This is an optimization exercise on Yosys and OpenROAD, whose aim is small area, a short achievable clock period and few clock cycles, not a production implementation.
Function was checked by simulation only, so behaviour that the tests miss may differ from the original.
Power figures rest on the tool's default switching activity, not on a simulated workload.

Design dem_decoder, start of the top module:
module dem_decoder (
    input  wire        clk,
    input  wire        rst,         
    input  wire        start,
    input  wire [15:0] in_len,      
    input  wire [15:0] out_cap,     
    output wire        busy,
    output reg         done,
    output wire        fail,
    output wire [15:0] out_len,     
    input  wire        in_valid,
    input  wire [31:0] in_data,
    output wire        in_ready,
    output wire        out_valid,
    output wire [31:0] out_data,
    input  wire        out_ready
);
export LEC_CHECK = 0
export CAP_MARGIN = 20
export CORE_MARGIN = 2
export CORE_UTILIZATION = 40
export CTS_BUF_LIST = sky130_fd_sc_hd__clkbuf_16
export CTS_CLUSTER_DIAMETER = 80
export CTS_CLUSTER_SIZE = 30
export SETUP_SLACK_MARGIN = 5
export SLEW_MARGIN = 20
export TNS_END_PERCENT = 20
create_clock -name core_clock -period 8.0 [get_ports {clk}]
standard.sh (not shown) runs the stock make flow with config.mk's settings and CLKGATE_MAP_FILE= SYNTH_SCRIPT=/design/flow/synth_recipe.tcl, a recipe that flattens the netlist after the stock synthesis.
==> flow/flow/run.sh <==
#!/bin/bash
# The standard layout, with the port buffers made from the smallest buffer cell.
set -euo pipefail
bash standard.sh 'BUFFER_PORTS_ARGS=-buffer_cell sky130_fd_sc_hd__buf_1' finish > standard_flow.log 2>&1
The starting point completed without violations.
Testbench counts at the start, summed over its fixed seeds: cycles 39,225.
Next try:
--- a/flow/config.mk
+++ b/flow/config.mk
@@ -10 +10 @@
-export CORE_UTILIZATION = 40
+export CORE_UTILIZATION = 55
@@ -16 +16 @@
-export TNS_END_PERCENT = 20
+export TNS_END_PERCENT = 5
Global-route usage rose by 6.6 points.
Total power decreases by about 3.7%.
Hold slack gains 48 ps.
Wire length came out lower by 2.9%.
Maximum frequency fell by 0.44%.
Count of clock-buffer cells in the layout came out lower by 2.
Combinational power shrinks by about 3%.
Die area drops by about 27%.
Design area fell by about 2.8%.
Next try:
--- a/flow/config.mk
+++ b/flow/config.mk
@@ -10,4 +10 @@
-export CORE_UTILIZATION = 55
-export CTS_BUF_LIST = sky130_fd_sc_hd__clkbuf_16
-export CTS_CLUSTER_DIAMETER = 80
-export CTS_CLUSTER_SIZE = 30
+export CORE_UTILIZATION = 40
@@ -16 +12,0 @@
-export TNS_END_PERCENT = 5
Area after synthesis is unchanged. Sequential cell count is unchanged. Wire length went up by 9.5%. Via count increases by 3.5%. Fmax rose by 1.1%. Power came out higher by 22%. Critical path depth went up by 2. Worst hold slack loses 9.0 ps. Cell count goes up by 9.5%. Design area rises by 9.7%. Synthesized cell count does not change.
Next try:
--- a/flow/config.mk
+++ b/flow/config.mk
@@ -10,0 +11,3 @@
+export CTS_BUF_LIST = sky130_fd_sc_hd__clkbuf_16
+export CTS_CLUSTER_DIAMETER = 80
+export CTS_CLUSTER_SIZE = 30
Result: Design area came out lower by 1.8%; sequential share of layout area rises by 0.64 points; flip-flop and latch count does not change; area after synthesis is unchanged; clock power drops by 28%; routed wire length drops by 1.2%; total power came out lower by 12%.
Next try:
--- a/flow/config.mk
+++ b/flow/config.mk
@@ -10 +10 @@
-export CORE_UTILIZATION = 40
+export CORE_UTILIZATION = 55
@@ -15,0 +16 @@
+export TNS_END_PERCENT = 20
Result: Via count shrinks by 2.0%; total power drops by 6.0%; register-to-register slack loses 80 ps; synthesized area is unchanged; worst hold slack stays flat; setup slack got worse by 76 ps; global-route usage increases by 5.4 points; die area went down by 27%.

---

Another version of the RTL of dem_decoder (not shown whole).
Size in the first run: about 170 flip-flops, roughly 120 I/O pins.
Settings: LEC_CHECK=0, CAP_MARGIN=20, CORE_MARGIN=2, CORE_UTILIZATION=65, SETUP_SLACK_MARGIN=3, SLEW_MARGIN=20; clock period 8.0 ns.
run.sh (not shown) runs the stock make flow with config.mk's settings and CLKGATE_MAP_FILE= SYNTH_SCRIPT=/design/flow/synth_recipe.tcl, a recipe that flattens the netlist after the stock synthesis.
Stock flow here: none of the scripts above is used.
Testbench counts at the start, summed over its fixed seeds: cycles 38,707.
Then changed:
Settings changed: CORE_UTILIZATION 65 to 40, SETUP_SLACK_MARGIN 3 to 5.
The changed run completed with no timing, DRC or antenna violations.
Sequential share of layout area fell by 5.3 points.
Via count rose by 4.6%.
Clock power rose by 5.8%.
Final area rose by 20%.
Setup slack gets better by 0.78 ns.
Count of clock-buffer cells in the layout rose by 2.

---

The RTL this note starts from:
==> flow/design.v <==
module dem_decoder (
    input  wire        clk,
    input  wire        rst,         
    input  wire        start,
    input  wire [15:0] in_len,      
    input  wire [15:0] out_cap,     
    output wire        busy,
    output reg         done,
    output wire        fail,
    output wire [15:0] out_len,     
    input  wire        in_valid,
    input  wire [31:0] in_data,
    output wire        in_ready,
    output wire        out_valid,
    output wire [31:0] out_data,
    input  wire        out_ready
);
    localparam [2:0] T_OUT  = 3'd0, T_ZERO = 3'd1, T_D4  = 3'd2, T_D8  = 3'd3,
                     T_D12  = 3'd4, T_D16  = 3'd5, T_D24 = 3'd6, T_D32 = 3'd7;
    localparam [1:0] S_IDLE = 2'd0, S_RUN = 2'd1, S_FIN = 2'd2;
    reg  [1:0]  state;
    reg  [15:0] rem;         
    reg  [2:0]  c_r;         
    reg         rhz;         
    reg  [13:0] capr;        
    reg         capz;        
    reg  [13:0] outw;        
    reg         bad;         
    reg  [2:0]  rtype;       
    reg  [8:0]  rcnt;        
    reg         inr;         
    reg         last;        
    reg         lenp;        
    reg         ph;          
    reg         dv;          
    reg         dout;        
    reg         dadd;        
    reg  [31:0] dlt;         
    reg         ov;          
    reg         oflag;       
    reg  [31:0] prev;        
    reg  [31:0] A, B;
    reg         Av, Bv;
    reg  [1:0]  p;
    reg  [31:0] W;           
    always @(*) begin
        case (p)
            2'd0:    W = A;
            2'd1:    W = {B[7:0],  A[31:8]};
            2'd2:    W = {B[15:0], A[31:16]};
            default: W = {B[23:0], A[31:24]};
        endcase
    end
    wire ge2 = Av & (Bv | (p != 2'd3));
    wire ge3 = Av & (Bv | ~p[1]);
    wire ge4 = Av & (Bv | (p == 2'd0));
    wire run      = (state == S_RUN);
    wire is_delta = rtype[2] | rtype[1];
    wire in_rec   = inr;
    wire [7:0] req = {8{rhz}} & (8'd1 << rem[2:0]);
    wire [7:0] rsh = req >> c_r;
    wire z0 = rsh[0];
    wire z1 = rsh[1];
    wire z2 = rsh[2];
    wire z3 = rsh[3];
    reg [31:0] delta;
    reg        sentinel;
    reg        fneed;        
    reg        fpast;        
    reg [2:0]  fc;           
    reg        mrg;          
    always @(*) begin
        delta    = 32'd0;
        sentinel = 1'b0;
        fneed    = 1'b1;
        fpast    = 1'b0;
        fc       = 3'd0;
        mrg      = 1'b1;
        case (rtype)
            T_D4: begin
                if (ph) begin
                    delta    = {{28{W[7]}}, W[7:4]};
                    sentinel = (W[7:4] == 4'h8);
                end else begin
                    delta    = {{28{W[3]}}, W[3:0]};
                    sentinel = (W[3:0] == 4'h8);
                end
                fneed = Av;
                fpast = z0;
                fc    = {2'b00, ph | last};
            end
            T_D8: begin
                delta    = {{24{W[7]}}, W[7:0]};
                sentinel = (W[7:0] == 8'h80);
                fneed    = Av;
                fpast    = z0;
                fc       = 3'd1;
            end
            T_D12: begin
                if (ph) begin
                    delta    = {{20{W[15]}}, W[15:4]};
                    sentinel = (W[15:4] == 12'h800);
                end else begin
                    delta    = {{20{W[11]}}, W[11:0]};
                    sentinel = (W[11:0] == 12'h800);
                end
                fneed = ge2;
                fpast = z0 | z1;
                fc    = (ph | last) ? 3'd2 : 3'd1;
            end
            T_D16: begin
                delta    = {{16{W[15]}}, W[15:0]};
                sentinel = (W[15:0] == 16'h8000);
                fneed    = ge2;
                fpast    = z0 | z1;
                fc       = 3'd2;
            end
            T_D24: begin
                delta    = {{8{W[23]}}, W[23:0]};
                sentinel = (W[23:0] == 24'h80_0000);
                fneed    = ge3;
                fpast    = z0 | z1 | z2;
                fc       = 3'd3;
                mrg      = 1'b0;
            end
            T_D32: begin
                delta    = W;
                sentinel = (W == 32'h8000_0000);
                fneed    = ge4;
                fpast    = z0 | z1 | z2 | z3;
                fc       = 3'd4;
                mrg      = 1'b0;
            end
            default: ;
        endcase
    end
    wire        oget   = ~ov | out_ready;
    wire        w_bad  = run & inr & (fpast | capz);
    wire        emit_w = run & inr & ~fpast & ~capz & fneed;   
    wire        hmode  = run & ~inr;
    reg  [7:0]  Hf;
    reg         havf, rendf;                             
    always @(*) begin
        case (fc[1:0])
            2'd0:    begin Hf = W[7:0];   havf = Av;  rendf = z0; end
            2'd1:    begin Hf = W[15:8];  havf = ge2; rendf = z1; end
            default: begin Hf = W[23:16]; havf = ge3; rendf = z2; end
        endcase
    end
    wire        hok_e  = last & mrg & ~rendf & havf;    
    wire        end_e  = last & mrg & rendf;            
    wire        hok_h  = ~lenp & ~z0 & Av;              
    wire [7:0]  H      = inr ? Hf : W[7:0];
    wire        hext   = (H[4:0] == 5'd0);
    wire        h_ok   = inr ? (emit_w & hok_e) : (hmode & hok_h);
    wire        s_end  = inr ? (emit_w & end_e) : (hmode & ~lenp & z0);
    wire        l_miss = hmode & lenp & z0;              
    wire        l_ok   = hmode & lenp & ~z0 & Av;
    wire        emit_l = l_ok & ~is_delta & ~capz & oget;
    wire        emit   = emit_w | emit_l;
    wire        adv    = ~inr | oget;
    wire [2:0]  c = (emit_w ? fc : 3'd0) + {2'd0, h_ok | l_ok};
    wire [2:0]  pf   = {1'b0, p} + fc;
    wire        xw   = hok_e ? (pf >= 3'd3) : pf[2];     
    wire        xh   = (p == 2'd3);                      
    wire        exh  = inr ? (emit_w & xw) : (hmode & ~z0 & Av & xh);
    assign busy      = (state != S_IDLE);
    assign in_ready  = run & ~Bv;
    assign out_valid = ov;
    assign out_data  = oflag ? 32'h8000_0000 : prev;
    assign fail      = bad;
    assign out_len   = bad ? 16'd0 : {outw, 2'b00};
    wire [2:0]  pc    = {1'b0, p} + c;
    wire [8:0]  len32 = {1'b0, W[7:0]} + 9'd32;
    wire [8:0]  len31 = {1'b0, W[7:0]} + 9'd31;
    wire [15:0] rem_n = rem - {13'd0, c_r};
    always @(posedge clk) begin
        if (in_ready && in_valid) begin
            B  <= in_data;
            Bv <= 1'b1;
        end
        if (!Av) begin
            if (Bv) begin
                A  <= B;
                Av <= 1'b1;
                Bv <= 1'b0;
            end
            p <= 2'd0;
        end else if (adv) begin
            if (exh) begin
                if (Bv) begin
                    A  <= B;
                    Bv <= 1'b0;
                end else begin
                    Av <= 1'b0;
                end
            end
            p <= pc[1:0];
        end
        rem <= rem_n;
        rhz <= (rem_n[15:3] == 13'd0);
        c_r <= adv ? c : 3'd0;
        if (oget) begin
            ov    <= dv;
            oflag <= dout;
            if (dadd)
                prev <= prev + dlt;
        end
        if (adv) begin
            if (oget) begin
                dv   <= emit;
                dout <= emit & ((rtype == T_OUT) | (is_delta & sentinel));
                dadd <= emit_w & is_delta & ~sentinel;
                dlt  <= delta;
            end
            if (emit) begin
                outw <= outw + 14'd1;
                capr <= capr - 14'd1;
            end
            capz <= emit ? (capr == 14'd1) : (capr == 14'd0);
            if (emit_w) begin
                rcnt <= rcnt - 9'd1;
                inr  <= ~last;
                last <= (rcnt == 9'd2);
                ph   <= ~ph;
            end
            if (h_ok) begin
                rtype <= H[7:5];
                lenp  <= hext;
                ph    <= 1'b0;
                if (!hext) begin
                    rcnt <= {4'd0, H[4:0]};
                    inr  <= 1'b1;
                    last <= (H[4:0] == 5'd1);
                end
            end
            if (l_ok) begin
                rcnt <= emit_l ? len31 : len32;
                inr  <= 1'b1;
                last <= 1'b0;
                lenp <= 1'b0;
            end
        end
        done <= 1'b0;
        case (state)
            S_IDLE: begin
                if (start) begin
                    rem   <= in_len;
                    c_r   <= 3'd0;
                    rhz   <= (in_len[15:3] == 13'd0);
                    capr  <= out_cap[15:2];
                    capz  <= (out_cap[15:2] == 14'd0);
                    outw  <= 14'd0;
                    prev  <= 32'd0;
                    bad   <= 1'b0;
                    rcnt  <= 9'd0;
                    inr   <= 1'b0;
                    lenp  <= 1'b0;
                    Av    <= 1'b0;
                    Bv    <= 1'b0;
                    state <= S_RUN;
                end
            end
            S_RUN: begin
                if (w_bad || l_miss) begin
                    bad   <= 1'b1;
                    state <= S_FIN;
                end else if (s_end && adv) begin
                    state <= S_FIN;
                end
            end
            default: begin
                if (oget && !dv) begin
                    done  <= 1'b1;
                    state <= S_IDLE;
                end
            end
        endcase
        if (rst) begin
            state <= S_IDLE;
            done  <= 1'b0;
            ov    <= 1'b0;
            dv    <= 1'b0;
            dadd  <= 1'b0;
            Bv    <= 1'b0;
        end
    end
endmodule
export LEC_CHECK = 0
export CAP_MARGIN = 20
export CORE_MARGIN = 2
export CORE_UTILIZATION = 60
export CTS_BUF_LIST = sky130_fd_sc_hd__clkbuf_16
export CTS_CLUSTER_DIAMETER = 80
export CTS_CLUSTER_SIZE = 30
export SETUP_SLACK_MARGIN = 5
export SLEW_MARGIN = 20
create_clock -name core_clock -period 8.0 [get_ports {clk}]
standard.sh (not shown) runs the stock make flow with config.mk's settings and CLKGATE_MAP_FILE= SYNTH_SCRIPT=/design/flow/synth_recipe.tcl, a recipe that flattens the netlist after the stock synthesis.
Scripts as last shown in full above: flow/flow/run.sh
The first run went through all stages and came out clean.
Testbench counts at the start, summed over its fixed seeds: cycles 38,900.
==> next run, changes <==
--- a/flow/config.mk
+++ b/flow/config.mk
@@ -8,5 +8,5 @@
 export CAP_MARGIN = 20
 export CORE_MARGIN = 2
-export CORE_UTILIZATION = 60
+export CORE_UTILIZATION = 40
 export CTS_BUF_LIST = sky130_fd_sc_hd__clkbuf_16
 export CTS_CLUSTER_DIAMETER = 80
Outcome: Cell count climbs by 6.6%; clock skew rose by 0.0091 ns; power goes up by 3.4%; area after synthesis is unchanged; combinational power decreases by about 3%; setup slack gains 0.10 ns; synthesized cell count stays the same.

## afterwards: timing with drivers on the ports
No port has a modelled driver above. Below, the same layouts with a new extraction and two added sets of constraints. Step 1: set_driving_cell puts a clkbuf_16 on clk and a buf_2 on each other input, an assumption about the parent block. Step 2, shift: input delay + t, output delay - t, t = (earliest + latest rising clock arrival at the registers) / 2. This alone moves slack from input paths to output paths. a / b / c = ideal / step 1 / step 2; a / b = the first two.
run | t (ns) | setup WS [ns] | worst setup path after step 2 | worst register clock-pin slew, ns | worst slew at a driven data input, ns
the first run of note 1 | 0.543 | 4.885 / 4.844 / 4.456 | input to register | 0.12 / 0.12 | 0.06
the second run of note 1 | 0.526 | 4.871 / 4.830 / 4.369 | input to register | 0.11 / 0.11 | 0.03
the third run of note 1 | 0.576 | 4.905 / 4.859 / 4.412 | input to register | 0.07 / 0.07 | 0.07
the fourth run of note 1 | 0.542 | 4.936 / 4.882 / 4.445 | input to register | 0.10 / 0.10 | 0.07
the fifth run of note 1 | 0.527 | 4.860 / 4.824 / 4.380 | input to register | 0.11 / 0.11 | 0.04
the first run of note 2 | 0.480 | 3.226 / 3.247 / 2.767 | input to register | 0.07 / 0.07 | 0.05
the second run of note 2 | 0.490 | 4.002 / 4.002 / 3.539 | input to register | 0.08 / 0.08 | 0.04
the first run of note 3 | 0.528 | 4.655 / 4.655 / 4.469 | input to register | 0.10 / 0.10 | 0.04
the second run of note 3 | 0.540 | 4.756 / 4.756 / 4.455 | input to register | 0.11 / 0.11 | 0.04
After both steps every run listed still meets setup and hold. The setup slack of the second run of note 1, which loses most, moves by -0.041 ns with the drivers and by -0.502 ns with both steps.
